Background: an optimization exercise with open tools, aiming at small area and a short achievable clock period. Do not read the settings as production practice. Only simulation tests tie the RTL to the original design; equivalence was not proved. No activity file was given, so power comes from the tool's default toggle rates.

### flow/config.mk
export PLATFORM = sky130hd
export DESIGN_NAME = mbcore
export DESIGN_NICKNAME = mbcore
export VERILOG_FILES = /design/flow/design.v
export SDC_FILE = /design/flow/constraint.sdc
export NUM_CORES = 4
export LEC_CHECK = 0
export CAP_MARGIN = 20
export CORE_MARGIN = 2
export CORE_UTILIZATION = 45
export PLACE_DENSITY = 0.6
export SLEW_MARGIN = 20
### flow/constraint.sdc
create_clock -name core_clock -period 17.0 [get_ports {clk}]
set_input_delay 3.4000 -clock core_clock [delete_from_list [all_inputs] [get_ports {clk}]]
set_output_delay 3.4000 -clock core_clock [all_outputs]
set_load 0.01 [all_outputs]
### flow/design.v
module mbcore (
    input  wire        clk,
    input  wire        rst,             
    input  wire        host_valid,
    input  wire        host_write,
    input  wire [5:0]  host_addr,
    input  wire [31:0] host_wdata,
    output reg  [31:0] host_rdata,
    input  wire        tick,
    input  wire        link_mode,
    output wire        link_req,
    output wire [1:0]  link_op,         
    output wire [31:0] link_wdata,
    input  wire        link_ack,
    input  wire        link_err,
    input  wire [31:0] link_code,
    input  wire [31:0] link_rdata,
    output wire [31:0] pay_addr,
    input  wire [31:0] pay_rdata,
    input  wire [4:0]  img_addr,
    output reg  [31:0] img_data,
    output reg         ev_valid,
    output wire        ev_kind,
    output wire [31:0] ev_data
);
    localparam [15:0] CKS_POLY_P2P = 16'hA517;
    localparam [15:0] CKS_ACC0_P2P = 16'hFFF8;
    localparam [15:0] CKS_POLY_SH  = 16'hC37B;
    localparam [15:0] CKS_ACC0_SH  = 16'hC387;
    localparam [31:0] KSC_MUL      = 32'h6F646573;
    localparam [31:0] LOAD_BASE    = 32'h02000000;
    localparam [31:0] PROBE        = 32'hFA57B007;
    localparam [31:0] P_KEY_P2P    = 32'h20796220;
    localparam [31:0] P_KEY_SH     = 32'h43202F2F;
    localparam [31:0] P_IMAGE_LEN  = 32'd128;
    localparam [2:0] S_IDLE = 3'd0, S_SEND = 3'd1, S_ACK = 3'd2, S_SIZE = 3'd3,
                     S_STREAM = 3'd4, S_DONE = 3'd5, S_FAILED = 3'd6;
    function [15:0] crc_p2p(input [31:0] r);
        begin
            crc_p2p[0]  = ^(r & 32'h9362B61E);
            crc_p2p[1]  = ^(r & 32'hB5A7DA22);
            crc_p2p[2]  = ^(r & 32'hF82D025A);
            crc_p2p[3]  = ^(r & 32'h6338B2AA);
            crc_p2p[4]  = ^(r & 32'hC6716555);
            crc_p2p[5]  = ^(r & 32'h1F807CB4);
            crc_p2p[6]  = ^(r & 32'h3F00F968);
            crc_p2p[7]  = ^(r & 32'h7E01F2D1);
            crc_p2p[8]  = ^(r & 32'hFC03E5A2);
            crc_p2p[9]  = ^(r & 32'h6B657D5B);
            crc_p2p[10] = ^(r & 32'hD6CAFAB6);
            crc_p2p[11] = ^(r & 32'h3EF74373);
            crc_p2p[12] = ^(r & 32'h7DEE86E6);
            crc_p2p[13] = ^(r & 32'hFBDD0DCC);
            crc_p2p[14] = ^(r & 32'h64D8AD87);
            crc_p2p[15] = ^(r & 32'hC9B15B0F);
        end
    endfunction
    function [15:0] crc_sh(input [31:0] r);
        begin
            crc_sh[0]  = ^(r & 32'hAE65F177);
            crc_sh[1]  = ^(r & 32'hF2AE1399);
            crc_sh[2]  = ^(r & 32'h4B39D644);
            crc_sh[3]  = ^(r & 32'h9673AC88);
            crc_sh[4]  = ^(r & 32'h8282A867);
            crc_sh[5]  = ^(r & 32'hAB60A1B8);
            crc_sh[6]  = ^(r & 32'hF8A4B206);
            crc_sh[7]  = ^(r & 32'h5F2C957A);
            crc_sh[8]  = ^(r & 32'hBE592AF5);
            crc_sh[9]  = ^(r & 32'hD2D7A49C);
            crc_sh[10] = ^(r & 32'h0BCAB84E);
            crc_sh[11] = ^(r & 32'h1795709C);
            crc_sh[12] = ^(r & 32'h2F2AE139);
            crc_sh[13] = ^(r & 32'h5E55C273);
            crc_sh[14] = ^(r & 32'hBCAB84E6);
            crc_sh[15] = ^(r & 32'hD732F8BB);
        end
    endfunction
    reg [31:0] opa, opb;
    reg [31:0] result;               
    reg        res_v;
    reg [3:0]  cmd_op;               
    reg [2:0]  cmd_err;
    reg        cmd_v;
    reg [15:0] cks_acc;              
    reg [31:0] cks_hh, cks_hl;       
    reg        cks_v, cks_mode;
    reg [31:0] ksc_seed;             
    reg        ksc_v, ksc_mode;
    reg [2:0]  seq_state;
    reg [1:0]  seq_sub;
    reg [1:0]  seq_x;                
    reg [31:0] seq_len, seq_base;    
    reg [4:0]  seq_att;
    reg [30:0] seq_wcnt;
    reg        seq_nz;               
    reg        seq_past;             
    reg [31:0] seq_lastw;
    reg [31:0] seq_terr;             
    reg [1:0]  seq_wait;             
    wire st_idle   = (seq_state == S_IDLE);
    wire st_send   = (seq_state == S_SEND);
    wire st_ack    = (seq_state == S_ACK);
    wire st_size   = (seq_state == S_SIZE);
    wire st_stream = (seq_state == S_STREAM);
    wire st_done   = (seq_state == S_DONE);
    wire st_failed = (seq_state == S_FAILED);
    wire seq_busy  = st_send | st_ack | st_size | st_stream;
    wire [2:0]  seq_code   = st_failed ? {~seq_x[1], seq_x[1], seq_x[0]} : {2'b00, st_done};
    wire        seq_vmatch = st_done & seq_x[0];
    wire        terr_v     = st_failed & ~seq_x[1];
    wire [15:0] cks_poly = cks_mode ? CKS_POLY_P2P : CKS_POLY_SH;
    wire [31:0] ksc_key  = ksc_mode ? P_KEY_P2P : P_KEY_SH;
    always @* begin
        case (host_addr)
            6'h01: host_rdata = opa;
            6'h02: host_rdata = opb;
            6'h03: host_rdata = res_v ? result : 32'd0;
            6'h04: host_rdata = cmd_v ? {24'd0, cmd_op, 1'b0, cmd_err} : 32'd0;
            6'h05: host_rdata = cks_v ? {16'd0, cks_acc} : 32'd0;
            6'h06: host_rdata = cks_v ? {16'd0, cks_poly} : 32'd0;
            6'h07: host_rdata = cks_v ? cks_hh : 32'd0;
            6'h08: host_rdata = cks_v ? cks_hl : 32'd0;
            6'h09: host_rdata = {30'd0, cks_mode & cks_v, cks_v};
            6'h0A: host_rdata = ksc_v ? ksc_seed : 32'd0;
            6'h0B: host_rdata = ksc_v ? ksc_key : 32'd0;
            6'h0C: host_rdata = {30'd0, ksc_mode & ksc_v, ksc_v};
            6'h0D: host_rdata = {19'd0, seq_busy, seq_vmatch, seq_code, 3'd0, seq_sub, seq_state};
            6'h0E: host_rdata = st_idle ? 32'd0 : seq_len;
            6'h0F: host_rdata = st_idle ? 32'd0 : seq_base;
            6'h10: host_rdata = {27'd0, seq_att};
            6'h11: host_rdata = {1'b0, seq_wcnt};
            6'h12: host_rdata = seq_nz ? seq_lastw : 32'd0;
            6'h13: host_rdata = terr_v ? seq_terr : 32'd0;
            6'h14: host_rdata = {30'd0, seq_wait};
            default: host_rdata = 32'd0;
        endcase
    end
    wire        cmd_wr = host_valid && host_write && (host_addr == 6'h00);
    wire [3:0]  c_op   = host_wdata[3:0];
    wire        c_mode = host_wdata[4];
    reg  [2:0]  c_err;
    always @* begin
        if (c_op == 4'd0 || c_op > 4'd6)
            c_err = 3'd1;
        else if (host_wdata[31:5] != 27'd0)
            c_err = 3'd2;
        else if (c_mode && c_op != 4'd1 && c_op != 4'd4)
            c_err = 3'd2;
        else if ((c_op == 4'd2 || c_op == 4'd3) && !cks_v)
            c_err = 3'd3;
        else if (c_op == 4'd5 && !ksc_v)
            c_err = 3'd3;
        else if (c_op == 4'd6 && seq_busy)
            c_err = 3'd4;
        else
            c_err = 3'd0;
    end
    wire do_cmd = cmd_wr && (c_err == 3'd0);
    wire [31:0] crc_composed = {16'hFFFF, cks_hl[7:0], 8'h00} + cks_hh;
    wire [31:0] crc_r = (c_op[0] ? crc_composed : opa) ^ {16'd0, cks_acc};
    wire [15:0] crc_new = cks_mode ? crc_p2p(crc_r) : crc_sh(crc_r);
    wire [31:0] ksc_next;
    ksc_mul u_mul (.a(ksc_seed), .p(ksc_next));    
    wire [31:0] ksc_masked = ksc_next ^ opa ^ ~(opb + (LOAD_BASE - 32'd1)) ^ ksc_key;
    wire        seq_at_q     = (seq_wcnt == {1'b0, seq_len[31:2]});
    wire        seq_more     = !seq_past && !(seq_at_q && seq_len[1:0] == 2'b00);
    wire [31:0] vm_k   = LOAD_BASE - 32'd4;
    wire [31:0] vm_gen = (seq_len & vm_k) | ((seq_len | vm_k) & ~seq_lastw);
    wire        seq_vm = ((seq_len ^ vm_k ^ seq_lastw) == {vm_gen[30:0], 1'b0});
    assign pay_addr = seq_base + {seq_wcnt[29:0], 2'b00};
    assign link_req = (st_send & seq_sub[0]) | (st_ack & ~seq_sub[1]) | st_size |
                      (st_stream & seq_more);
    assign link_op  = st_send ? 2'd0 : (st_ack & seq_sub[0]) ? 2'd2 : 2'd1;
    assign link_wdata = st_stream ? pay_rdata :
                        st_size   ? {2'b00, seq_len[31:2]} :
                        st_send   ? P_IMAGE_LEN :
                        seq_sub[0] ? 32'd0 : PROBE;
    wire link_done = link_req & link_ack;
    assign ev_kind = st_done;
    assign ev_data = seq_lastw;
    always @(posedge clk) begin
        if (rst) begin
            opa <= 32'd0; opb <= 32'd0;
            res_v <= 1'b0; cmd_v <= 1'b0; cks_v <= 1'b0; ksc_v <= 1'b0;
            seq_state <= S_IDLE; seq_sub <= 2'd0;
            seq_att <= 5'd0; seq_wcnt <= 31'd0; seq_nz <= 1'b0; seq_past <= 1'b0; seq_wait <= 2'd0;
            ev_valid <= 1'b0;
        end else begin
            ev_valid <= 1'b0;
            if (host_valid && host_write && host_addr == 6'h01) opa <= host_wdata;
            if (host_valid && host_write && host_addr == 6'h02) opb <= host_wdata;
            if (cmd_wr) begin
                cmd_v   <= 1'b1;
                cmd_err <= c_err;
                cmd_op  <= c_op;
            end
            if (do_cmd) begin
                case (c_op)
                    4'd1: begin  
                        cks_acc  <= c_mode ? CKS_ACC0_P2P : CKS_ACC0_SH;
                        cks_hh   <= opa;
                        cks_hl   <= opb;
                        cks_mode <= c_mode;
                        cks_v    <= 1'b1;
                    end
                    4'd2, 4'd3: begin  
                        cks_acc <= crc_new;
                        result  <= {16'd0, crc_new};
                        res_v   <= 1'b1;
                    end
                    4'd4: begin  
                        ksc_seed <= opa;
                        ksc_mode <= c_mode;
                        ksc_v    <= 1'b1;
                    end
                    4'd5: begin  
                        ksc_seed <= ksc_next;
                        result   <= ksc_masked;
                        res_v    <= 1'b1;
                    end
                    4'd6: begin  
                        seq_len   <= opa;
                        seq_base  <= opb;
                        seq_att   <= 5'd0;
                        seq_wcnt  <= 31'd0;
                        seq_nz    <= 1'b0;
                        seq_past  <= 1'b0;
                        seq_state <= S_SEND;
                        seq_sub   <= 2'd0;
                    end
                    default: ;
                endcase
            end
            case (seq_state)
                S_SEND: begin
                    if (!seq_sub[0]) begin
                        if (link_mode) begin
                            seq_state <= S_FAILED;
                            seq_x     <= 2'b10;      
                        end else begin
                            seq_sub <= 2'd1;
                        end
                    end else if (link_ack) begin
                        seq_state <= S_ACK;
                        seq_sub   <= 2'd0;
                    end
                end
                S_ACK: begin
                    if (seq_sub[1]) begin
                        if (seq_wait == 2'd0) begin
                            if (!seq_att[4]) begin
                                seq_sub <= 2'd0;
                            end else begin
                                seq_state <= S_FAILED;
                                seq_x     <= 2'b11;    
                                seq_sub   <= 2'd0;
                            end
                        end else if (tick) begin
                            seq_wait <= seq_wait - 2'd1;
                        end
                    end else if (link_ack) begin
                        if (link_err) begin
                            seq_terr  <= link_code;
                            seq_state <= S_FAILED;
                            seq_x     <= 2'b00;        
                            seq_sub   <= 2'd0;
                        end else if (!seq_sub[0]) begin
                            seq_sub <= 2'd1;
                        end else begin
                            seq_att <= seq_att + 5'd1;
                            if (link_rdata == PROBE) begin
                                seq_state <= S_SIZE;
                                seq_sub   <= 2'd0;
                            end else begin
                                seq_sub  <= 2'd2;
                                seq_wait <= 2'd3;
                            end
                        end
                    end
                end
                S_SIZE: if (link_ack) begin
                    if (link_err) begin
                        seq_terr  <= link_code;
                        seq_state <= S_FAILED;
                        seq_x     <= 2'b00;
                    end else begin
                        seq_state <= S_STREAM;
                    end
                end
                S_STREAM: begin
                    if (seq_more) begin
                        if (link_ack) begin
                            if (link_err) begin
                                seq_terr  <= link_code;
                                seq_state <= S_FAILED;
                                seq_x     <= 2'b00;
                            end else begin
                                seq_lastw <= pay_rdata;
                                seq_wcnt  <= seq_wcnt + 31'd1;
                                seq_past  <= seq_at_q;
                                seq_nz    <= 1'b1;
                                ev_valid  <= 1'b1;
                            end
                        end
                    end else begin
                        if (seq_nz && seq_vm) begin
                            seq_x[0] <= 1'b1;
                            ev_valid <= 1'b1;
                        end else begin
                            seq_x[0] <= 1'b0;
                        end
                        seq_state <= S_DONE;
                    end
                end
                default: ;
            endcase
        end
    end
    always @* begin
        case (img_addr)
            5'd0: img_data = 32'hDF21ACCD;
            5'd1: img_data = 32'h7AB381FF;
            5'd2: img_data = 32'h677F492C;
            5'd3: img_data = 32'h8D64B06C;
            5'd4: img_data = 32'h4E0CD47D;
            5'd5: img_data = 32'hFB85CCCB;
            5'd6: img_data = 32'hF9A3F02F;
            5'd7: img_data = 32'h4ADBCDCA;
            5'd8: img_data = 32'hDF6E6274;
            5'd9: img_data = 32'hC9AD9B24;
            5'd10: img_data = 32'hCE517C19;
            5'd11: img_data = 32'h35153EE0;
            5'd12: img_data = 32'hFA2C7A3A;
            5'd13: img_data = 32'hAA2562DF;
            5'd14: img_data = 32'hF7358AD1;
            5'd15: img_data = 32'h933063E4;
            5'd16: img_data = 32'h6CF363DF;
            5'd17: img_data = 32'h6C4B6EB4;
            5'd18: img_data = 32'h3ADA6B61;
            5'd19: img_data = 32'hCBE23B3C;
            5'd20: img_data = 32'hF81FACB4;
            5'd21: img_data = 32'hB41AB262;
            5'd22: img_data = 32'h4C4D9ED1;
            5'd23: img_data = 32'h870A7665;
            5'd24: img_data = 32'h1AC594A8;
            5'd25: img_data = 32'hC1D38B08;
            5'd26: img_data = 32'h90050224;
            5'd27: img_data = 32'h924478C2;
            5'd28: img_data = 32'hC241405D;
            5'd29: img_data = 32'h4BFF3D7D;
            5'd30: img_data = 32'h024B4379;
            5'd31: img_data = 32'h513D67A8;
        endcase
    end
endmodule
module ksc_mul (
    input  wire [31:0] a,
    output wire [31:0] p
);
    wire s0 = a[21] ^ a[17] ^ a[14];
    wire c0 = (a[21] & a[17]) | (a[21] & a[14]) | (a[17] & a[14]);
    wire s1 = a[22] ^ a[18] ^ a[15];
    wire c1 = (a[22] & a[18]) | (a[22] & a[15]) | (a[18] & a[15]);
    wire s2 = a[21] ^ a[12] ^ a[8];
    wire c2 = (a[21] & a[12]) | (a[21] & a[8]) | (a[12] & a[8]);
    wire s3 = a[23] ^ a[19] ^ a[16];
    wire c3 = (a[23] & a[19]) | (a[23] & a[16]) | (a[19] & a[16]);
    wire s4 = a[22] ^ a[13] ^ a[9];
    wire c4 = (a[22] & a[13]) | (a[22] & a[9]) | (a[13] & a[9]);
    wire s5 = a[24] ^ a[20] ^ a[17];
    wire c5 = (a[24] & a[20]) | (a[24] & a[17]) | (a[20] & a[17]);
    wire s6 = a[23] ^ a[14] ^ a[10];
    wire c6 = (a[23] & a[14]) | (a[23] & a[10]) | (a[14] & a[10]);
    wire s7 = a[25] ^ a[21] ^ a[18];
    wire c7 = (a[25] & a[21]) | (a[25] & a[18]) | (a[21] & a[18]);
    wire s8 = a[24] ^ a[15] ^ a[11];
    wire c8 = (a[24] & a[15]) | (a[24] & a[11]) | (a[15] & a[11]);
    wire s9 = a[26] ^ a[22] ^ a[19];
    wire c9 = (a[26] & a[22]) | (a[26] & a[19]) | (a[22] & a[19]);
    wire s10 = a[25] ^ a[16] ^ a[12];
    wire c10 = (a[25] & a[16]) | (a[25] & a[12]) | (a[16] & a[12]);
    wire s11 = a[27] ^ a[23] ^ a[20];
    wire c11 = (a[27] & a[23]) | (a[27] & a[20]) | (a[23] & a[20]);
    wire s12 = a[26] ^ a[17] ^ a[13];
    wire c12 = (a[26] & a[17]) | (a[26] & a[13]) | (a[17] & a[13]);
    wire s13 = a[28] ^ a[24] ^ a[21];
    wire c13 = (a[28] & a[24]) | (a[28] & a[21]) | (a[24] & a[21]);
    wire s14 = a[19] ^ a[15] ^ a[7];
    wire c14 = (a[19] & a[15]) | (a[19] & a[7]) | (a[15] & a[7]);
    wire s15 = a[27] ^ a[18] ^ a[14];
    wire c15 = (a[27] & a[18]) | (a[27] & a[14]) | (a[18] & a[14]);
    wire s16 = a[29] ^ a[25] ^ a[22];
    wire c16 = (a[29] & a[25]) | (a[29] & a[22]) | (a[25] & a[22]);
    wire s17 = a[20] ^ a[16] ^ a[8];
    wire c17 = (a[20] & a[16]) | (a[20] & a[8]) | (a[16] & a[8]);
    wire s18 = a[28] ^ a[19] ^ a[15];
    wire c18 = (a[28] & a[19]) | (a[28] & a[15]) | (a[19] & a[15]);
    wire s19 = a[30] ^ a[26] ^ a[23];
    wire c19 = (a[30] & a[26]) | (a[30] & a[23]) | (a[26] & a[23]);
    wire s20 = a[21] ^ a[17] ^ a[9];
    wire c20 = (a[21] & a[17]) | (a[21] & a[9]) | (a[17] & a[9]);
    wire s21 = a[29] ^ a[20] ^ a[16];
    wire s22 = a[31] ^ a[27] ^ a[24];
    wire s23 = a[22] ^ a[18] ^ a[10];
    wire hs0 = a[8] ^ a[3];
    wire s24 = a[11] ^ a[2] ^ 1'b1;
    wire c24 = (a[11] & a[2]) | (a[11] & 1'b1) | (a[2] & 1'b1);
    wire s25 = a[14] ^ a[10] ^ a[7];
    wire c25 = (a[14] & a[10]) | (a[14] & a[7]) | (a[10] & a[7]);
    wire s26 = a[13] ^ a[4] ^ a[0];
    wire c26 = (a[13] & a[4]) | (a[13] & a[0]) | (a[4] & a[0]);
    wire hs1 = a[15] ^ a[11];
    wire hc1 = a[15] | a[11];
    wire s27 = a[14] ^ a[5] ^ a[1];
    wire c27 = (a[14] & a[5]) | (a[14] & a[1]) | (a[5] & a[1]);
    wire s28 = a[16] ^ a[12] ^ a[9];
    wire c28 = (a[16] & a[12]) | (a[16] & a[9]) | (a[12] & a[9]);
    wire s29 = a[15] ^ a[6] ^ a[2];
    wire c29 = (a[15] & a[6]) | (a[15] & a[2]) | (a[6] & a[2]);
    wire s30 = a[17] ^ a[13] ^ a[10];
    wire c30 = (a[17] & a[13]) | (a[17] & a[10]) | (a[13] & a[10]);
    wire s31 = a[16] ^ a[7] ^ a[3];
    wire c31 = (a[16] & a[7]) | (a[16] & a[3]) | (a[7] & a[3]);
    wire s32 = a[18] ^ a[14] ^ a[11];
    wire c32 = (a[18] & a[14]) | (a[18] & a[11]) | (a[14] & a[11]);
    wire hs2 = a[9] ^ a[5];
    wire hc2 = a[9] | a[5];
    wire s33 = a[17] ^ a[8] ^ a[4];
    wire c33 = (a[17] & a[8]) | (a[17] & a[4]) | (a[8] & a[4]);
    wire s34 = a[19] ^ a[15] ^ a[12];
    wire c34 = (a[19] & a[15]) | (a[19] & a[12]) | (a[15] & a[12]);
    wire s35 = a[10] ^ a[6] ^ a[1];
    wire c35 = (a[10] & a[6]) | (a[10] & ~a[1]) | (a[6] & ~a[1]);
    wire s36 = a[18] ^ a[9] ^ a[5];
    wire c36 = (a[18] & a[9]) | (a[18] & a[5]) | (a[9] & a[5]);
    wire s37 = a[20] ^ a[16] ^ a[13];
    wire c37 = (a[20] & a[16]) | (a[20] & a[13]) | (a[16] & a[13]);
    wire s38 = a[11] ^ a[7] ^ a[2];
    wire c38 = (a[11] & a[7]) | (a[11] & ~a[2]) | (a[7] & ~a[2]);
    wire s39 = a[19] ^ a[10] ^ a[6];
    wire c39 = (a[19] & a[10]) | (a[19] & a[6]) | (a[10] & a[6]);
    wire s40 = s0 ^ a[12] ^ a[8];
    wire c40 = (s0 & a[12]) | (s0 & a[8]) | (a[12] & a[8]);
    wire s41 = a[0] ^ a[3] ^ 1'b1;
    wire c41 = (~a[0] & a[3]) | (~a[0] & 1'b1) | (a[3] & 1'b1);
    wire s42 = a[20] ^ a[11] ^ a[7];
    wire c42 = (a[20] & a[11]) | (a[20] & a[7]) | (a[11] & a[7]);
    wire s43 = c0 ^ s1 ^ a[13];
    wire c43 = (c0 & s1) | (c0 & a[13]) | (s1 & a[13]);
    wire s44 = a[9] ^ a[1] ^ a[4];
    wire c44 = (a[9] & a[1]) | (a[9] & ~a[4]) | (a[1] & ~a[4]);
    wire s45 = c1 ^ s3 ^ a[14];
    wire c45 = (c1 & s3) | (c1 & a[14]) | (s3 & a[14]);
    wire s46 = a[10] ^ a[2] ^ a[0];
    wire c46 = (a[10] & a[2]) | (a[10] & a[0]) | (a[2] & a[0]);
    wire s47 = s2 ^ a[5] ^ 1'b1;
    wire c47 = (s2 & a[5]) | (s2 & 1'b1) | (a[5] & 1'b1);
    wire s48 = c3 ^ s5 ^ a[15];
    wire c48 = (c3 & s5) | (c3 & a[15]) | (s5 & a[15]);
    wire s49 = a[11] ^ a[3] ^ a[1];
    wire c49 = (a[11] & a[3]) | (a[11] & a[1]) | (a[3] & a[1]);
    wire s50 = c2 ^ s4 ^ a[6];
    wire c50 = (c2 & s4) | (c2 & a[6]) | (s4 & a[6]);
    wire s51 = c5 ^ s7 ^ a[16];
    wire c51 = (c5 & s7) | (c5 & a[16]) | (s7 & a[16]);
    wire s52 = a[12] ^ a[4] ^ a[2];
    wire c52 = (a[12] & a[4]) | (a[12] & a[2]) | (a[4] & a[2]);
    wire s53 = c4 ^ s6 ^ a[7];
    wire c53 = (c4 & s6) | (c4 & a[7]) | (s6 & a[7]);
    wire s54 = c7 ^ s9 ^ a[17];
    wire c54 = (c7 & s9) | (c7 & a[17]) | (s9 & a[17]);
    wire s55 = a[13] ^ a[5] ^ a[3];
    wire c55 = (a[13] & a[5]) | (a[13] & a[3]) | (a[5] & a[3]);
    wire s56 = c6 ^ s8 ^ a[8];
    wire c56 = (c6 & s8) | (c6 & a[8]) | (s8 & a[8]);
    wire s57 = c9 ^ s11 ^ a[18];
    wire c57 = (c9 & s11) | (c9 & a[18]) | (s11 & a[18]);
    wire s58 = a[14] ^ a[6] ^ a[4];
    wire c58 = (a[14] & a[6]) | (a[14] & a[4]) | (a[6] & a[4]);
    wire s59 = c8 ^ s10 ^ a[9];
    wire c59 = (c8 & s10) | (c8 & a[9]) | (s10 & a[9]);
    wire s60 = c10 ^ s12 ^ a[10];
    wire c60 = (c10 & s12) | (c10 & a[10]) | (s12 & a[10]);
    wire s61 = c11 ^ s13 ^ s14;
    wire c61 = (c11 & s13) | (c11 & s14) | (s13 & s14);
    wire s62 = a[5] ^ a[0] ^ 1'b1;
    wire c62 = (a[5] & a[0]) | (a[5] & ~1'b1) | (a[0] & ~1'b1);
    wire s63 = c13 ^ c14 ^ s16;
    wire c63 = (c13 & c14) | (c13 & s16) | (c14 & s16);
    wire s64 = s17 ^ a[6] ^ a[1];
    wire c64 = (s17 & a[6]) | (s17 & a[1]) | (a[6] & a[1]);
    wire s65 = c12 ^ s15 ^ a[11];
    wire c65 = (c12 & s15) | (c12 & a[11]) | (s15 & a[11]);
    wire s66 = c16 ^ c17 ^ s19;
    wire c66 = (c16 & c17) | (c16 & s19) | (c17 & s19);
    wire s67 = s20 ^ a[7] ^ a[2];
    wire c67 = (s20 & a[7]) | (s20 & a[2]) | (a[7] & a[2]);
    wire s68 = c15 ^ s18 ^ a[12];
    wire c68 = (c15 & s18) | (c15 & a[12]) | (s18 & a[12]);
    wire s69 = c18 ^ s21 ^ hs0;
    wire s70 = c19 ^ c20 ^ s22;
    wire s71 = s23 ^ a[13] ^ a[0];
    wire hs3 = a[5] ^ 1'b1;
    wire hc3 = a[5] & 1'b1;
    wire hs4 = a[8] ^ a[4];
    wire hc4 = a[8] | a[4];
    wire s72 = a[9] ^ a[5] ^ a[2];
    wire c72 = (a[9] & a[5]) | (a[9] & a[2]) | (a[5] & a[2]);
    wire hs5 = a[7] ^ 1'b1;
    wire hc5 = a[7] & 1'b1;
    wire s73 = a[10] ^ a[6] ^ a[3];
    wire c73 = (a[10] & a[6]) | (a[10] & a[3]) | (a[6] & a[3]);
    wire hs6 = a[1] ^ a[8];
    wire hc6 = ~a[1] & a[8];
    wire s74 = a[11] ^ a[7] ^ a[4];
    wire c74 = (a[11] & a[7]) | (a[11] & a[4]) | (a[7] & a[4]);
    wire s75 = a[2] ^ a[9] ^ a[0];
    wire c75 = (~a[2] & a[9]) | (~a[2] & a[0]) | (a[9] & a[0]);
    wire s76 = a[12] ^ a[8] ^ a[5];
    wire c76 = (a[12] & a[8]) | (a[12] & a[5]) | (a[8] & a[5]);
    wire s77 = a[3] ^ a[10] ^ a[1];
    wire c77 = (~a[3] & a[10]) | (~a[3] & a[1]) | (a[10] & a[1]);
    wire s78 = a[13] ^ a[9] ^ a[6];
    wire c78 = (a[13] & a[9]) | (a[13] & a[6]) | (a[9] & a[6]);
    wire s79 = a[4] ^ a[0] ^ s24;
    wire c79 = (a[4] & a[0]) | (a[4] & ~s24) | (a[0] & ~s24);
    wire s80 = s25 ^ a[5] ^ a[1];
    wire c80 = (s25 & a[5]) | (s25 & a[1]) | (a[5] & a[1]);
    wire s81 = c24 ^ a[12] ^ a[3];
    wire c81 = (c24 & a[12]) | (c24 & a[3]) | (a[12] & a[3]);
    wire s82 = c25 ^ a[8] ^ a[6];
    wire c82 = (c25 & a[8]) | (c25 & a[6]) | (a[8] & a[6]);
    wire s83 = a[2] ^ s26 ^ hs1;
    wire c83 = (~a[2] & s26) | (~a[2] & hs1) | (s26 & hs1);
    wire s84 = hc1 ^ s28 ^ a[7];
    wire c84 = (hc1 & s28) | (hc1 & a[7]) | (s28 & a[7]);
    wire s85 = a[3] ^ c26 ^ s27;
    wire c85 = (~a[3] & c26) | (~a[3] & s27) | (c26 & s27);
    wire s86 = c28 ^ s30 ^ a[8];
    wire c86 = (c28 & s30) | (c28 & a[8]) | (s30 & a[8]);
    wire s87 = a[4] ^ c27 ^ s29;
    wire c87 = (~a[4] & c27) | (~a[4] & s29) | (c27 & s29);
    wire s88 = c29 ^ s31 ^ hs2;
    wire c88 = (c29 & s31) | (c29 & hs2) | (s31 & hs2);
    wire s89 = c30 ^ s32 ^ a[0];
    wire c89 = (c30 & s32) | (c30 & ~a[0]) | (s32 & ~a[0]);
    wire s90 = c32 ^ hc2 ^ s34;
    wire c90 = (c32 & hc2) | (c32 & s34) | (hc2 & s34);
    wire s91 = c31 ^ s33 ^ s35;
    wire c91 = (c31 & s33) | (c31 & s35) | (s33 & s35);
    wire s92 = c34 ^ c35 ^ s37;
    wire c92 = (c34 & c35) | (c34 & s37) | (c35 & s37);
    wire s93 = c33 ^ s36 ^ s38;
    wire c93 = (c33 & s36) | (c33 & s38) | (s36 & s38);
    wire s94 = c37 ^ c38 ^ s40;
    wire c94 = (c37 & c38) | (c37 & s40) | (c38 & s40);
    wire s95 = s41 ^ c36 ^ s39;
    wire c95 = (~s41 & c36) | (~s41 & s39) | (c36 & s39);
    wire s96 = c39 ^ c41 ^ s42;
    wire c96 = (c39 & c41) | (c39 & s42) | (c41 & s42);
    wire s97 = c40 ^ s43 ^ s44;
    wire c97 = (c40 & s43) | (c40 & ~s44) | (s43 & ~s44);
    wire s98 = c43 ^ c44 ^ s45;
    wire c98 = (c43 & c44) | (c43 & s45) | (c44 & s45);
    wire s99 = s46 ^ c42 ^ s47;
    wire c99 = (~s46 & c42) | (~s46 & s47) | (c42 & s47);
    wire s100 = c45 ^ c46 ^ s48;
    wire c100 = (c45 & c46) | (c45 & s48) | (c46 & s48);
    wire s101 = s49 ^ c47 ^ s50;
    wire c101 = (~s49 & c47) | (~s49 & s50) | (c47 & s50);
    wire s102 = c48 ^ c49 ^ s51;
    wire c102 = (c48 & c49) | (c48 & s51) | (c49 & s51);
    wire s103 = s52 ^ c50 ^ s53;
    wire c103 = (~s52 & c50) | (~s52 & s53) | (c50 & s53);
    wire s104 = c51 ^ c52 ^ s54;
    wire c104 = (c51 & c52) | (c51 & s54) | (c52 & s54);
    wire s105 = s55 ^ c53 ^ s56;
    wire c105 = (~s55 & c53) | (~s55 & s56) | (c53 & s56);
    wire s106 = c54 ^ c55 ^ s57;
    wire c106 = (c54 & c55) | (c54 & s57) | (c55 & s57);
    wire s107 = s58 ^ c56 ^ s59;
    wire c107 = (~s58 & c56) | (~s58 & s59) | (c56 & s59);
    wire s108 = c57 ^ c58 ^ s61;
    wire c108 = (c57 & c58) | (c57 & s61) | (c58 & s61);
    wire s109 = c59 ^ s60 ^ s62;
    wire c109 = (c59 & s60) | (c59 & s62) | (s60 & s62);
    wire s110 = c61 ^ c62 ^ s63;
    wire c110 = (c61 & c62) | (c61 & s63) | (c62 & s63);
    wire s111 = s64 ^ c60 ^ s65;
    wire c111 = (~s64 & c60) | (~s64 & s65) | (c60 & s65);
    wire s112 = c63 ^ c64 ^ s66;
    wire c112 = (c63 & c64) | (c63 & s66) | (c64 & s66);
    wire s113 = s67 ^ c65 ^ s68;
    wire c113 = (~s67 & c65) | (~s67 & s68) | (c65 & s68);
    wire s114 = c66 ^ c67 ^ s70;
    wire s115 = s71 ^ c68 ^ s69;
    wire hs7 = a[4] ^ a[0];
    wire hc7 = a[4] | a[0];
    wire hs8 = a[5] ^ a[1];
    wire hc8 = a[5] | a[1];
    wire hs9 = a[6] ^ a[2];
    wire hc9 = a[6] | a[2];
    wire s116 = a[7] ^ a[3] ^ a[0];
    wire c116 = (a[7] & a[3]) | (a[7] & a[0]) | (a[3] & a[0]);
    wire s117 = hc3 ^ hs4 ^ a[6];
    wire c117 = (hc3 & hs4) | (hc3 & a[6]) | (hs4 & a[6]);
    wire s118 = hc4 ^ s72 ^ a[0];
    wire c118 = (hc4 & s72) | (hc4 & a[0]) | (s72 & a[0]);
    wire s119 = c72 ^ s73 ^ hs6;
    wire c119 = (c72 & s73) | (c72 & hs6) | (s73 & hs6);
    wire s120 = c73 ^ s74 ^ s75;
    wire c120 = (c73 & s74) | (c73 & s75) | (s74 & s75);
    wire s121 = c74 ^ s76 ^ s77;
    wire c121 = (c74 & s76) | (c74 & s77) | (s76 & s77);
    wire s122 = c76 ^ s78 ^ c77;
    wire c122 = (c76 & s78) | (c76 & ~c77) | (s78 & ~c77);
    wire s123 = c78 ^ c79 ^ s80;
    wire c123 = (c78 & c79) | (c78 & s80) | (c79 & s80);
    wire s124 = c80 ^ s82 ^ s83;
    wire c124 = (c80 & s82) | (c80 & s83) | (s82 & s83);
    wire s125 = c82 ^ s84 ^ s85;
    wire c125 = (c82 & s84) | (c82 & s85) | (s84 & s85);
    wire s126 = c84 ^ s86 ^ s87;
    wire c126 = (c84 & s86) | (c84 & s87) | (s86 & s87);
    wire s127 = c87 ^ s88 ^ s89;
    wire c127 = (c87 & s88) | (c87 & s89) | (s88 & s89);
    wire s128 = c89 ^ s90 ^ c88;
    wire c128 = (c89 & s90) | (c89 & ~c88) | (s90 & ~c88);
    wire s129 = c90 ^ s92 ^ c91;
    wire c129 = (c90 & s92) | (c90 & ~c91) | (s92 & ~c91);
    wire s130 = c92 ^ s94 ^ s95;
    wire c130 = (c92 & s94) | (c92 & s95) | (s94 & s95);
    wire s131 = c95 ^ s96 ^ s97;
    wire c131 = (c95 & s96) | (c95 & s97) | (s96 & s97);
    wire s132 = c97 ^ s98 ^ s99;
    wire c132 = (c97 & s98) | (c97 & s99) | (s98 & s99);
    wire s133 = c98 ^ s100 ^ s101;
    wire c133 = (c98 & s100) | (c98 & s101) | (s100 & s101);
    wire s134 = c100 ^ s102 ^ s103;
    wire c134 = (c100 & s102) | (c100 & s103) | (s102 & s103);
    wire s135 = c102 ^ s104 ^ s105;
    wire c135 = (c102 & s104) | (c102 & s105) | (s104 & s105);
    wire s136 = c104 ^ s106 ^ s107;
    wire c136 = (c104 & s106) | (c104 & s107) | (s106 & s107);
    wire s137 = c106 ^ s108 ^ c107;
    wire c137 = (c106 & s108) | (c106 & ~c107) | (s108 & ~c107);
    wire s138 = c108 ^ s110 ^ s111;
    wire c138 = (c108 & s110) | (c108 & s111) | (s110 & s111);
    wire s139 = c110 ^ s112 ^ s113;
    wire c139 = (c110 & s112) | (c110 & s113) | (s112 & s113);
    wire s140 = c112 ^ s114 ^ s115;
    wire hs10 = hs7 ^ a[2];
    wire hc10 = hs7 & a[2];
    wire s141 = hc7 ^ hs8 ^ a[3];
    wire c141 = (~hc7 & hs8) | (~hc7 & a[3]) | (hs8 & a[3]);
    wire s142 = hc8 ^ hs9 ^ a[4];
    wire c142 = (~hc8 & hs9) | (~hc8 & a[4]) | (hs9 & a[4]);
    wire s143 = hc9 ^ s116 ^ hs3;
    wire c143 = (hc9 & s116) | (hc9 & ~hs3) | (s116 & ~hs3);
    wire s144 = c116 ^ a[1] ^ s117;
    wire c144 = (c116 & a[1]) | (c116 & ~s117) | (a[1] & ~s117);
    wire s145 = s118 ^ c117 ^ hs5;
    wire c145 = (~s118 & c117) | (~s118 & hs5) | (c117 & hs5);
    wire s146 = c118 ^ s119 ^ hc5;
    wire c146 = (c118 & s119) | (c118 & ~hc5) | (s119 & ~hc5);
    wire s147 = c119 ^ s120 ^ hc6;
    wire c147 = (c119 & s120) | (c119 & ~hc6) | (s120 & ~hc6);
    wire s148 = c120 ^ s121 ^ c75;
    wire c148 = (c120 & s121) | (c120 & ~c75) | (s121 & ~c75);
    wire s149 = c121 ^ s122 ^ s79;
    wire c149 = (~c121 & s122) | (~c121 & s79) | (s122 & s79);
    wire s150 = c122 ^ s123 ^ s81;
    wire c150 = (c122 & s123) | (c122 & ~s81) | (s123 & ~s81);
    wire s151 = c123 ^ s124 ^ c81;
    wire c151 = (c123 & s124) | (c123 & ~c81) | (s124 & ~c81);
    wire s152 = c124 ^ s125 ^ c83;
    wire c152 = (c124 & s125) | (c124 & ~c83) | (s125 & ~c83);
    wire s153 = c125 ^ s126 ^ c85;
    wire c153 = (c125 & s126) | (c125 & ~c85) | (s126 & ~c85);
    wire s154 = c126 ^ c86 ^ s127;
    wire c154 = (c126 & c86) | (c126 & ~s127) | (c86 & ~s127);
    wire s155 = c127 ^ s128 ^ s91;
    wire c155 = (c127 & s128) | (c127 & s91) | (s128 & s91);
    wire s156 = c128 ^ s129 ^ s93;
    wire c156 = (~c128 & s129) | (~c128 & s93) | (s129 & s93);
    wire s157 = c129 ^ s130 ^ c93;
    wire c157 = (c129 & s130) | (c129 & ~c93) | (s130 & ~c93);
    wire s158 = c130 ^ c94 ^ s131;
    wire c158 = (c130 & c94) | (c130 & ~s131) | (c94 & ~s131);
    wire s159 = s132 ^ c131 ^ c96;
    wire c159 = (~s132 & c131) | (~s132 & c96) | (c131 & c96);
    wire s160 = c132 ^ s133 ^ c99;
    wire c160 = (c132 & s133) | (c132 & ~c99) | (s133 & ~c99);
    wire s161 = c133 ^ s134 ^ c101;
    wire c161 = (c133 & s134) | (c133 & ~c101) | (s134 & ~c101);
    wire s162 = c134 ^ s135 ^ c103;
    wire c162 = (c134 & s135) | (c134 & ~c103) | (s135 & ~c103);
    wire s163 = c135 ^ s136 ^ c105;
    wire c163 = (c135 & s136) | (c135 & ~c105) | (s136 & ~c105);
    wire s164 = c136 ^ s137 ^ s109;
    wire c164 = (~c136 & s137) | (~c136 & s109) | (s137 & s109);
    wire s165 = c137 ^ s138 ^ c109;
    wire c165 = (c137 & s138) | (c137 & ~c109) | (s138 & ~c109);
    wire s166 = c138 ^ s139 ^ c111;
    wire c166 = (c138 & s139) | (c138 & ~c111) | (s139 & ~c111);
    wire s167 = c139 ^ s140 ^ c113;
    wire [31:0] r0 = {~c166, ~c165, c164, ~c163, ~c162, ~c161, ~c160, c159, ~c158, ~c157, c156, c155, ~c154, ~c153, ~c152, ~c151, ~c150, c149, ~c148, ~c147, ~c146, c145, ~c144, ~c143, c142, c141, hc10, hs10, ~a[3], ~a[2], ~a[1], ~a[0]};
    wire [31:0] r1 = {s167, s166, s165, ~s164, s163, s162, s161, s160, ~s159, s158, s157, ~s156, s155, s154, s153, s152, s151, s150, ~s149, s148, s147, s146, ~s145, s144, s143, ~s142, ~s141, 1'b1, a[1], a[0], 1'b1, 1'b0};
    assign p = r0 + r1;
endmodule
### flow/flow/run.sh
#!/bin/bash
# The standard ORFS layout (the standard.sh, standard synthesis unchanged) with two knobs:
# every port still gets a buffer, but a buf_1 cell instead of the default delay-buffer cell,
# and repair_timing aims for a setup margin of SETUP_MARGIN ns.
set -euo pipefail
SETUP_MARGIN=${SETUP_MARGIN:-8}
bash standard.sh finish \
  "BUFFER_PORTS_ARGS=-buffer_cell sky130_fd_sc_hd__buf_1" \
  "SETUP_SLACK_MARGIN=$SETUP_MARGIN" > layout_make.log 2>&1
### flow/standard.sh
#!/bin/bash
# synth_recipe.tcl (not shown) runs the flow's synth.tcl, then flattens the netlist and writes it again
# the make line also repeats each setting of config.mk as NAME=value (left out here)
make -C /OpenROAD-flow-scripts/flow DESIGN_CONFIG=/design/flow/config.mk WORK_HOME=/design/flow/orfs CLKGATE_MAP_FILE= SYNTH_SCRIPT=/design/flow/synth_recipe.tcl "${@:-finish}"
==> flow_metrics.tcl, run 1 <==
set metrics [dict create \
    setup_viol 0 \
    cpMostUsedCell "buf_1" \
    synth_top_area_share_pct 26.29 \
    drc 0 \
    n_fill_cell 6789 \
    wl_mm 126.9 \
    min_period_ns 8.984 \
    first_pass_iters 9 \
    rsz0062_at_grt "true" \
    yosysTopAreaCell "edfxtp_1" \
    die_h_um 272.0 \
    die_w_um 272.0 \
    ys_async_sr_fraction_pct 0 \
    gp_congestion 1.005 \
    grt_first_pass_wirelength_mm 183.3 \
    routedWlPerCell_um 26.99 \
    slowest_delay_ns 0.59 \
    multi_input_area_um2 19910 \
    htree_levels 2 \
    worst_pin_slew_ns 1.127 \
    cts_buffers 46 \
    period_share_pct 52.85 \
    max_slew_margin_pct 24.66 \
    start_util_pct 45.37 \
    synth-main-ff-cell "edfxtp_1" \
    core_area_um2 71240 \
    clock-skew-final_ns 0.01706 \
    antenna_found_initial 3 \
    netlist_instances 3473 \
    outcome "complete, no violations" \
    area.sequential_um2 10780 \
    drive_above_1_share_pct 6.183 \
    place_area_um2 34580 \
    nets 4149 \
    clock_latency_ns 0.60 \
    antenna_left 0 \
    cts_root_buffer "clkbuf_16" \
    maxSlewViolCount 0 \
    endpoint_kind "output port" \
    worstPathCellList "buf_1 > buf_4 > inv_1 > ha_2 > nor2b_1 > a211oi_1 > a311oi_1 > a21oi_1 > buf_1" \
    max_freq_mhz 111.3 \
    crit_arrival_ns 5.58 \
    grt_start_max_net_pins 85 \
    cap_violations 0 \
    portBuffers 311 \
    start_kind "input port" \
    io_pins 312 \
    final_cell_area_um2 36130 \
    grt_use_total_pct 33.42 \
    slowest_stage "ha_2" \
    synth-edff-count 283 \
    synth-seq-cells 397 \
    clk_pin_slew_worst_paths_ns 0.06 \
    cp.required_ns 13.60 \
    setup_tns_ns 0 \
    clkSinkCount 397 \
    drt-initial-drc-count 4343 \
    synth-seq-area-share_pct 33.36 \
    power.density_nw_per_um2 62.76 \
    rows 98 \
    critPathMaxFanout 23 \
    via_count 28820 \
    yosys-top-cells-area "edfxtp_1 (26%), fa_1 (9.7%), xnor2_1 (9.6%)" \
    gr-total-overflow 0 \
    syn_area_um2 32320 \
    hold_viol 0 \
    syn_nets 3907 \
    avgSynthCellArea_um2 9.306 \
    vias_per_cell 6.129 \
    area_delta_synth_final_pct 11.80 \
    worstSetupPathType "in2out" \
    max-clock-path-buffers 3 \
    ir_drop_mv 0.06756 \
    min_path_type "reg2reg" \
    grt_pass1_vias 26660 \
    p_leak_nw 13.87 \
    synthDistinctLibCells 97 \
    cts_tree "done" \
    dp_hpwl_mm 98.36 \
    ys_warn_count 1 \
    die-area_um2 73980 \
]
-- per-layer routing --
layer | GRT usage, % | vias to the layer above | share of wire, %
met1 | 47.40 | 14080 | 41
li1 | - | 12760 | -
met2 | 51.56 | 1758 | 44
met4 | 11.90 | 0 | 4.0
met3 | 5.528 | 231 | 11
met5 | 0 | - | 0
-- power breakdown --
part	switching [mW]	internal (mW)	total, mW
clock network	0.438	0.540	0.978
logic	0.160	0.0962	0.256
registers	0.00102	1.03	1.03
total	0.599	1.67	2.27
-- flip-flops by register name, summed over array words and instances, names as in the netlist, 4 cells and up --
signal     flops
cks_hl        32
seq_lastw     32
cmd_op         4
opa           32
opb           32
seq_att        5
result        32
cks_hh        32
cks_acc       16
seq_terr      32
seq_base      32
seq_len       32
seq_wcnt      31
ksc_seed      32
-- logic make-up after synthesis --
kind of cell | synth area share [%]
xor gates and xnor gates | 14.14
and+or+nand+nor | 13.63
AOI/OAI and AO/OA | 17.28
adders and majority gates | 14.76
buffers and inverters | 5.548
DFF | 33.36
muxes | 1.285
-- repair_timing --
action	CTS	global route
gates resized for setup	14	22
buffers inserted	0	1
pin swaps	0	2
setup endpoints to repair	53	38
hold buffers	0	0
-- Yosys cell counts, types with 9 or more instances --
cell,instances
clkbuf_1,157
xor2_1,141
nor4_1,27
or3_1,17
a22o_1,36
dfxtp_1,114
nor3_1,48
a221oi_1,24
a22oi_1,74
a31oi_1,20
and2_1,13
nor2b_1,30
nand4_1,34
a311oi_1,9
and3_1,28
a21o_1,34
or4_1,9
nor2_1,206
ha_1,130
edfxtp_1,283
nand2_1,381
a211oi_1,41
fa_1,157
o211ai_1,24
a221o_1,9
o21ai_0,139
mux2i_1,31
a21oi_1,267
xnor2_1,355
o31ai_1,13
buf_1,23
nand3b_1,15
o21a_1,17
nand3_1,67
inv_1,270
a222oi_1,42
nand2b_1,26
-- per-stage QoR --
step                hold WS (ns)  std cells  power [mW]  worst slack [ns]  utilization (%)
finish                    0.4556       4703       2.268             8.016            50.72
global route              0.4936       4703       2.321             7.943            50.72
CTS                       0.4565       4701       2.266             8.001            50.61
detailed placement        0.4450       4616       1.301             7.601            48.54
global placement          0.4358       4615       1.302             7.576            48.53
floorplan                 0.4215       3473       1.222             8.251                -
-- worst max-delay path: cells and delay by family --
kind	cells	cell delay, ns
AOI/OAI and AO/OA	3	0.56
adders and majority gates	1	0.59
buffers and inverters	4	0.80
and+or+nand+nor	1	0.21
-- layout make-up --
cell class | instances | share of cell area [%]
diodes | 1 | 0.006925
clock buffers | 58 | 3.366
clock inverters | 27 | 0.5886
inverters | 273 | 2.846
multi-input cells | 2610 | 55.11
flip-flops and latches | 397 | 29.84
well taps | 950 | 3.289
repair buffers | 387 | 4.955
-- placed cells by master, fill, tap and decap left out, drive strengths merged, types with 11 or more instances in the layout --
| cell type | count |
|---|---|
| nand3b | 15 |
| mux2i | 31 |
| a21o | 34 |
| nand2b | 26 |
| ha | 130 |
| a21oi | 268 |
| nor2 | 206 |
| fa | 157 |
| a22o | 37 |
| buf | 381 |
| a211oi | 41 |
| or3 | 20 |
| o31ai | 13 |
| dfxtp | 114 |
| a221oi | 25 |
| or4 | 11 |
| inv | 273 |
| a222oi | 42 |
| nor4 | 28 |
| o21ai | 144 |
| and2 | 13 |
| o211ai | 24 |
| nand3 | 68 |
| nor2b | 30 |
| o21a | 17 |
| xnor2 | 356 |
| clkbuf | 64 |
| and3 | 29 |
| clkinv | 23 |
| nand2 | 381 |
| a22oi | 74 |
| nor3 | 48 |
| a31oi | 24 |
| edfxtp | 283 |
| nand4 | 34 |
| xor2 | 142 |
-- final timing paths --
kind	start	endpoint	slack, ns	cells after the start
hold reg to reg	cmd_v	cmd_v	0.46	2
setup / recovery	img_addr[1]	img_data[13]	8.02	9
hold / removal	cmd_v	cmd_v	0.46	2
setup reg to reg	ksc_seed[14]	result[30]	10.29	17
==> run 2: changes to the inputs <==
--- a/flow/config.mk
+++ b/flow/config.mk
@@ -8,5 +8,7 @@
 export CAP_MARGIN = 20
 export CORE_MARGIN = 2
-export CORE_UTILIZATION = 45
+export CORE_UTILIZATION = 40
+export CTS_CLUSTER_DIAMETER = 100
+export CTS_CLUSTER_SIZE = 20
 export PLACE_DENSITY = 0.6
 export SLEW_MARGIN = 20
==> run 2 against run 1 <==
Against the previous run:
- sequential cell count unchanged
- clock power down about 30%
- via count rose by 0.16%
- still clean
- first-iteration DRC count up 4.8%
- sequential share of layout area increased by 0.23 points
==> flow_metrics.tcl, run 2 <==
set metrics [dict create \
    synth-main-ff-cell "edfxtp_1" \
    gr-total-overflow 0 \
    setup_viol 0 \
    p_leak_nw 13.66 \
    synth_common_cells "nand2_1 (381), xnor2_1 (355), edfxtp_1 (283)" \
    yosys-top-cells-area "edfxtp_1 (26%), fa_1 (9.7%), xnor2_1 (9.6%)" \
    endpoint_kind "output port" \
    max-clock-path-buffers 3 \
    antenna_left 0 \
    synth_most_common_cell "nand2_1" \
    outcome "complete, no violations" \
    die-area_um2 83090 \
    n_fill_cell 7832 \
    critPathMaxFanout 9 \
    rsz0062_at_grt "true" \
    min_path_type "reg2reg" \
    layout_common_cells "nand2_1 (380), xnor2_1 (355), buf_1 (302), edfxtp_1 (283), inv_1 (268)" \
    timing.hold.ws_ns 0.4722 \
    grt_use_total_pct 30.86 \
    cp.required_ns 13.60 \
    worst_pin_slew_ns 1.146 \
    core_area_um2 80290 \
    grt_start_max_net_pins 85 \
    final_common_cell "nand2_1" \
    rows 104 \
    gp_congestion 1.002 \
    synthDistinctLibCells 97 \
    setup_tns_ns 0 \
    cap_violations 0 \
    maxSlewViolCount 0 \
    worstSetupPathType "in2out" \
    die_w_um 288.3 \
    synth-seq-area-share_pct 33.36 \
    start_util_pct 40.26 \
    synth-edff-count 283 \
    routedWlPerCell_um 27.46 \
    clkSinkCount 397 \
    crit_arrival_ns 5.59 \
    clk_pin_slew_worst_paths_ns 0.09 \
    min_period_ns 8.995 \
    antenna_found_initial 6 \
    area.sequential_um2 10780 \
    power.density_nw_per_um2 55.20 \
    dp_hpwl_mm 101.3 \
    ir_drop_mv 0.08304 \
    wl_mm 131.7 \
    via_count 28870 \
    ys_async_sr_fraction_pct 0 \
    max_slew_margin_pct 22.97 \
    ctsHoldBuffers 0 \
    first_pass_iters 10 \
    cts_tree "done" \
    cts_root_buffer "clkbuf_16" \
    drc 0 \
    start_kind "input port" \
    portBuffers 311 \
    syn_area_um2 32320 \
    max_freq_mhz 111.2 \
    clock-skew-final_ns 0.04641 \
    drt-initial-drc-count 4553 \
    io_pins 312 \
    hold_viol 0 \
    cts_buffers 25 \
    area_delta_synth_final_pct 10.95 \
    synth-seq-cells 397 \
    yosysTopAreaCell "edfxtp_1" \
    total_power_mw 1.979 \
    htree_levels 1 \
    vias_per_cell 6.019 \
    ys_warn_count 1 \
    clock_latency_ns 0.61 \
    drive_above_1_share_pct 5.917 \
    synth_top_area_share_pct 26.29 \
    avgSynthCellArea_um2 9.306 \
    nets 4150 \
    syn_nets 3907 \
    multi_input_area_um2 19940 \
    grt_first_pass_wirelength_mm 188.3 \
    grt_pass1_vias 26670 \
    die_h_um 288.3 \
    netlist_instances 3473 \
    period_share_pct 52.91 \
]
run 2: cell types whose count changed in the layout (fill, tap and decap cells not counted), sizes merged:
cell / previous run / this run
buf: 381 / 402
clkinv: 23 / 3
clkbuf: 64 / 48
clkinvlp: 2 / 0
bufinv: 2 / 1
nor2b: 30 / 31
run 2: logic make-up (layout without fill, tap and decap cells):
family / after synthesis / count (layout) / synth area share [%]
mux: 39 / 39 / 1.285
compound gates: 837 / 837 / 17.28
simple gates: 941 / 942 / 13.63
fa+ha+maj: 287 / 287 / 14.76
other cells: 0 / 1 / 0
flops: 397 / 397 / 33.36
buf+inv: 466 / 727 / 5.548
xor+xnor: 506 / 506 / 14.14
run 2: final cells by class:
type                            instances  share of cell area (%)
Inverter                              273                   2.868
Antenna cell                            1                0.006978
Tap cell                             1060                   3.699
Sequential cell                       397                   30.07
Timing Repair Buffer                  408                   5.492
Multi-Input combinational cell       2611                   55.62
Clock buffer                           42                   2.041
Clock inverter                          4                  0.2094
run 2: power by group:
part           internal (mW)  switching, mW
registers               1.03       0.000958
logic                 0.0970          0.163
clock network          0.317          0.370
run 2: worst paths after layout:
path	from	end	slack (ns)	depth (start not counted)
setup / recovery	host_addr[1]	host_rdata[5]	8.01	8
hold / removal	cmd_v	cmd_v	0.47	2
setup reg to reg	ksc_seed[16]	result[30]	10.35	19
hold reg to reg	cmd_v	cmd_v	0.47	2
run 2: metal layers:
metal  wire, µm  global-route usage (%)
met1      52960                   43.38
met2      57250                   46.74
met3      15000                   5.513
met4       6424                   12.98
met5         73                       0
run 2: what timing repair did:
item | in CTS | in global routing
pin swaps | 2 | 3
gates resized for setup | 15 | 23
cloned | 1 | 0
buffers inserted | 2 | 3
endpoints found under the setup margin | 52 | 28
run 2: metrics by stage:
stage | setup WS, ns | cells | utilization, % | instance area (µm²)
CTS | 8.012 | 4792 | 44.52 | 35750
finish | 8.005 | 4796 | 44.66 | 35860
floorplan | 8.251 | 3473 | - | 32320
detailed placement | 7.359 | 4743 | 43.41 | 34850
global placement | 7.433 | 4743 | 43.41 | 34850
global route | 7.878 | 4795 | 44.66 | 35860
run 2: worst max-delay path, cell delays in order:
cell     delay, ns
buf_2         0.16
nor4_4        0.69
and4b_1       0.52
a22oi_1       0.22
nand4_1       0.15
a21oi_1       0.05
o21ai_0       0.21
buf_1         0.20
==> run 3: changes to the inputs <==
==> flow/flow/run.sh (replaced) <==
#!/bin/bash
# Layout: the standard ORFS flow (standard.sh, standard synthesis unchanged), with
#  - the synthesized netlist's combinational logic re-mapped by Yosys/ABC with an
#    area-aware script (flow/remap.ys, flow/finish.ys); registers untouched;
#  - every port still buffered, with a buf_1 cell;
#  - repair_timing aiming for a setup margin of SETUP_MARGIN ns.
# Each tool's output goes to its own log in this folder.
set -euo pipefail
SETUP_MARGIN=${SETUP_MARGIN:-8}
KNOBS=("BUFFER_PORTS_ARGS=-buffer_cell sky130_fd_sc_hd__buf_1" "SETUP_SLACK_MARGIN=$SETUP_MARGIN")
RES=orfs/results/${FLOW_PLATFORM}/mbcore/base
LIB=${FLOW_HOME}/platforms/${FLOW_PLATFORM}/lib/sky130_fd_sc_hd__tt_025C_1v80.lib

bash standard.sh "$PWD/$RES/1_2_yosys.v" "${KNOBS[@]}" > synth_make.log 2>&1

cp "$RES/1_2_yosys.v" standard_1_2_yosys.v
sed -e "s#@LIB@#$LIB#g" -e "s#@IN@#$PWD/standard_1_2_yosys.v#" -e "s#@TMP@#$PWD/remap_tmp.v#" flow/remap.ys > remap_run.ys
sed -e "s#@LIB@#$LIB#g" -e "s#@TMP@#$PWD/remap_tmp.v#" -e "s#@OUT@#$PWD/remap_out.v#" flow/finish.ys > finish_run.ys
yosys -s remap_run.ys > remap_yosys.log 2>&1
yosys -s finish_run.ys > finish_yosys.log 2>&1
cp remap_out.v "$RES/1_2_yosys.v"
touch "$RES/1_2_yosys.v" "$RES/1_2_yosys.sdc"

bash standard.sh finish "${KNOBS[@]}" > layout_make.log 2>&1
==> flow/flow/finish.ys (new file) <==
# Second half of the re-map: read the re-mapped top back against the cell
# library and finish it as ORFS's synthesis does (tie cells, split nets).
read_liberty -lib @LIB@
read_verilog @TMP@
hierarchy -top mbcore
check
setundef -zero
hilomap -singleton -hicell sky130_fd_sc_hd__conb_1 HI -locell sky130_fd_sc_hd__conb_1 LO
splitnets
opt_clean -purge
insbuf -buf sky130_fd_sc_hd__buf_4 A X
check -assert
stat -liberty @LIB@
write_verilog -noattr -nohex -nodec @OUT@
==> flow/flow/remap.ys (new file) <==
# Re-map the standard synthesis's combinational logic with Yosys's default ABC
# script (area-aware) instead of ORFS's speed script.  Flip-flops, adder cells and
# tie cells are kept as they are (black boxes), so every register keeps its
# name and cell type.
read_liberty -ignore_miss_func @LIB@
blackbox sky130_fd_sc_hd__dfxtp_1 sky130_fd_sc_hd__edfxtp_1 sky130_fd_sc_hd__fa_1 sky130_fd_sc_hd__ha_1 sky130_fd_sc_hd__conb_1
read_verilog @IN@
hierarchy -top mbcore
flatten
opt_clean
abc -liberty @LIB@ -dont_use sky130_fd_sc_hd__lpflow_bleeder_1 -dont_use sky130_fd_sc_hd__lpflow_clkbufkapwr_1 -dont_use sky130_fd_sc_hd__lpflow_clkbufkapwr_16 -dont_use sky130_fd_sc_hd__lpflow_clkbufkapwr_2 -dont_use sky130_fd_sc_hd__lpflow_clkbufkapwr_4 -dont_use sky130_fd_sc_hd__lpflow_clkbufkapwr_8 -dont_use sky130_fd_sc_hd__lpflow_clkinvkapwr_1 -dont_use sky130_fd_sc_hd__lpflow_clkinvkapwr_16 -dont_use sky130_fd_sc_hd__lpflow_clkinvkapwr_2 -dont_use sky130_fd_sc_hd__lpflow_clkinvkapwr_4 -dont_use sky130_fd_sc_hd__lpflow_clkinvkapwr_8 -dont_use sky130_fd_sc_hd__lpflow_decapkapwr_12 -dont_use sky130_fd_sc_hd__lpflow_decapkapwr_3 -dont_use sky130_fd_sc_hd__lpflow_decapkapwr_4 -dont_use sky130_fd_sc_hd__lpflow_decapkapwr_6 -dont_use sky130_fd_sc_hd__lpflow_decapkapwr_8 -dont_use sky130_fd_sc_hd__lpflow_inputiso0n_1 -dont_use sky130_fd_sc_hd__lpflow_inputiso0p_1 -dont_use sky130_fd_sc_hd__lpflow_inputiso1n_1 -dont_use sky130_fd_sc_hd__lpflow_inputiso1p_1 -dont_use sky130_fd_sc_hd__lpflow_inputisolatch_1 -dont_use sky130_fd_sc_hd__lpflow_isobufsrc_1 -dont_use sky130_fd_sc_hd__lpflow_isobufsrc_16 -dont_use sky130_fd_sc_hd__lpflow_isobufsrc_2 -dont_use sky130_fd_sc_hd__lpflow_isobufsrc_4 -dont_use sky130_fd_sc_hd__lpflow_isobufsrc_8 -dont_use sky130_fd_sc_hd__lpflow_isobufsrckapwr_16 -dont_use sky130_fd_sc_hd__lpflow_lsbuf_lh_hl_isowell_tap_1 -dont_use sky130_fd_sc_hd__lpflow_lsbuf_lh_hl_isowell_tap_2 -dont_use sky130_fd_sc_hd__lpflow_lsbuf_lh_hl_isowell_tap_4 -dont_use sky130_fd_sc_hd__lpflow_lsbuf_lh_isowell_4 -dont_use sky130_fd_sc_hd__lpflow_lsbuf_lh_isowell_tap_1 -dont_use sky130_fd_sc_hd__lpflow_lsbuf_lh_isowell_tap_2 -dont_use sky130_fd_sc_hd__lpflow_lsbuf_lh_isowell_tap_4 -dont_use sky130_fd_sc_hd__probe_p_8 -dont_use sky130_fd_sc_hd__probec_p_8 
opt_clean
select mbcore
write_verilog -noattr -nohex -nodec -selected @TMP@
==> run 3 against run 2 <==
Against the previous run:
- via count fell by 4.6%
- first-iteration DRC count fell by 20%
- clock skew down 0.020 ns
- sequential cell count unchanged
- design area down 3.2%
- global-route usage grew 0.085 points
- power up 4.8%
- non-clock buffer count is 13 lower
- clock-buffer cell count down 3
- critical path depth unchanged
- setup slack improved by 0.071 ns
- critical endpoint is now host_rdata[2]
- largest power group unchanged
==> flow_metrics.tcl, run 3 <==
set metrics [dict create \
    layout_common_cells "nand2_1 (384), xnor2_1 (325), buf_1 (301), edfxtp_1 (283), clkinv_1 (278)" \
    r2r-end "result[30]" \
    p_leak_nw 11.88 \
    cp-startpoint "host_addr[2]" \
    via_count 27550 \
    total_power_mw 2.074 \
    ff2ff_setup_slack_ns 9.45 \
    worstSetupPathType "in2out" \
    final_common_cell "nand2_1" \
    max_freq_mhz 112.1 \
    dp_hpwl_mm 101.8 \
    reg2reg_depth 18 \
    min_path_type "reg2reg" \
    worstPathCellList "buf_4 > nand2b_1 > nor2_2 > buf_4 > a222oi_1 > o21ai_0 > or3_1 > buf_1" \
    crit_arrival_ns 5.52 \
    rows 102 \
    slowest_delay_ns 0.62 \
    io_pins 312 \
    seqPwrFrac_pct 49.8 \
    maxSlewViolCount 0 \
    cts_tree "done" \
    endpoint_kind "output port" \
    max_slew_margin_pct 15.66 \
    avgSynthCellArea_um2 9.555 \
    period_share_pct 52.49 \
    drt-initial-drc-count 3627 \
    worst_pin_slew_ns 1.248 \
    use_met1_pct 41.90 \
    nets 3999 \
    netSwitchingFraction_pct 28.27 \
    power.density_nw_per_um2 59.75 \
    clock-skew-final_ns 0.02667 \
    cpMostUsedCell "buf_4" \
    syn_nets 3734 \
    grt_use_met2_pct 47.51 \
    max-clock-path-buffers 3 \
    clkSinkCount 397 \
    grt_use_total_pct 30.94 \
    critical_path_buf_inv_count 3 \
    start_kind "input port" \
    ys_warn_count 1 \
    gr-total-overflow 0 \
    grt_start_max_net_pins 87 \
    critPathMaxFanout 32 \
    p_sw_mw 0.5864 \
    power.internal_mw 1.488 \
    routedWlPerCell_um 27.92 \
    die-area_um2 81090 \
    die_w_um 284.8 \
    endpoint "host_rdata[2]" \
    ir_drop_mv 0.07696 \
    wl_mm 129.2 \
    first_pass_iters 9 \
    area_delta_synth_final_pct 10.09 \
    r2r-start "ksc_seed[3]" \
    grt_pass1_vias 26070 \
    netlist_instances 3300 \
    syn_area_um2 31530 \
    core_area_um2 77720 \
    antenna_left 0 \
    setup_tns_ns 0 \
    drive_above_1_share_pct 5.187 \
    min_period_ns 8.923 \
    clockPowerShare_pct 35.9 \
    portBuffers 311 \
    gp_congestion 0.9900 \
    antenna_found_initial 12 \
    clk_pin_slew_worst_paths_ns 0.09 \
    rsz0062_at_grt "true" \
    hold_viol 0 \
    path_depth 8 \
    clock_latency_ns 0.62 \
    cts_root_buffer "clkbuf_16" \
    busiest_layer "met2" \
    cp_top_family "compound AO/OA/AOI/OAI gates" \
    start_util_pct 40.57 \
    setup_viol 0 \
    cp.required_ns 13.60 \
    htree_levels 1 \
    cts_buffers 29 \
    cap_violations 0 \
    slowest_stage "a222oi_1" \
    grt_first_pass_wirelength_mm 185.3 \
    ctsHoldBuffers 0 \
    outcome "complete, no violations" \
    vias_per_cell 5.952 \
    combPwrFrac_pct 14.3 \
    die_h_um 284.8 \
    drc 0 \
    grtUsageMet3_pct 8.416 \
]
## run 3: changes by cell type in the layout (fill, tap and decap cells not counted), moves of 17 or more
cell      change
inv_1       -268
xnor2_1      -30
a21oi_1      -33
clkinv_1    +276
and2_0       +17
o21ai_0      +30
o22ai_1      +20
nor2_1       -39
## run 3: what timing repair did
item	in CTS	in global routing
pin swaps	3	4
endpoints found under the hold margin	0	0
resized for setup	30	27
setup endpoints to repair	59	44
buffers inserted	5	0
## run 3: layout make-up
| cell class | count | area (µm²) |
|---|---|---|
| repair buffers | 395 | 1862 |
| clock buffers | 39 | 763.2 |
| flip-flops and latches | 397 | 10780 |
| multi-input cells | 2462 | 18770 |
| clock inverters | 13 | 176.4 |
| fillers | 7634 | 43010 |
| inverters | 280 | 1057 |
| diodes | 3 | 7.507 |
| well taps | 1040 | 1301 |
## run 3: worst min path at each step
stage | startpoint | endpoint | slack, ns | cells past startpoint
floorplan | seq_nz | seq_nz | 0.43 | 2
finish | seq_past | seq_past | 0.49 | 2
global placement | seq_past | seq_past | 0.45 | 2
detailed placement | cmd_v | cmd_v | 0.46 | 2
CTS | seq_past | seq_past | 0.49 | 2
global route | seq_past | seq_past | 0.52 | 2
## run 3: power by group through the flow
stage	clock network, mW	logic (mW)	registers [mW]
2_1_floorplan	0	0.191	1.05
3_3_place_gp	0	0.290	1.05
3_5_place_dp	0	0.289	1.05
4_1_cts	0.750	0.291	1.03
5_1_grt	0.779	0.319	1.03
6_report	0.745	0.297	1.03
## run 3: metal layers
layer  wire length, µm  share of wire [%]
met1             51600                 40
met3             15120                 12
met2             56820                 44
met5               117              0.091
met4              5559                4.3
## run 3: worst register-to-register path, delay by kind of cell (launching register included)
kind,cells,cell delay [ns]
buffers and inverters,3,0.78
and+or+nand+nor,2,0.23
AOI/OAI and AO/OA,8,2.93
xor gates and xnor gates,1,0.37
DFF,1,0.99
adders and majority gates,4,2.02
## run 3: metrics by stage
stage	cells	hold slack [ns]	utilization (%)	instance area [µm²]	setup WS [ns]
floorplan	3300	0.4317	-	31590	8.001
global placement	4569	0.4495	43.14	33530	7.195
detailed placement	4569	0.4635	43.15	33540	7.197
CTS	4626	0.4857	44.53	34610	7.957
global route	4629	0.5230	44.67	34720	7.903
finish	4629	0.4935	44.67	34720	8.077

-- what the ideal ports hide --
How much do the figures lean on ideal ports? The routed layouts below were timed once more, with nothing changed but the port constraints. Step 1 sets driving cells, clkbuf_16 on the clock port and buf_2 on the other inputs (assumed; they add their load-dependent delay and slew). Step 2 also shifts input and output timing later by t, the mid clock arrival at the registers, as if the neighbouring blocks saw the same clock. Slacks: ideal ports / drivers / drivers and shift; pairs: ideal ports / drivers.
| run | t (ns) | slack for setup (ns) | hold WS [ns] | worst setup path at the end | pins driven straight from the clock port |
|---|---|---|---|---|---|
| run 1 | 0.652 | 8.016 / 7.993 / 7.993 | 0.456 / 0.456 / 0.456 | input to output | 1 |
| run 2 | 0.657 | 8.005 / 7.979 / 7.979 | 0.472 / 0.472 / 0.472 | input to output | 1 |
| run 3 | 0.665 | 8.077 / 8.040 / 8.040 | 0.493 / 0.493 / 0.493 | input to output | 1 |
After both steps every run listed still meets setup and hold. For run 3, which loses most, drivers alone change the setup slack by -0.037 ns; drivers and shift together by -0.037 ns.
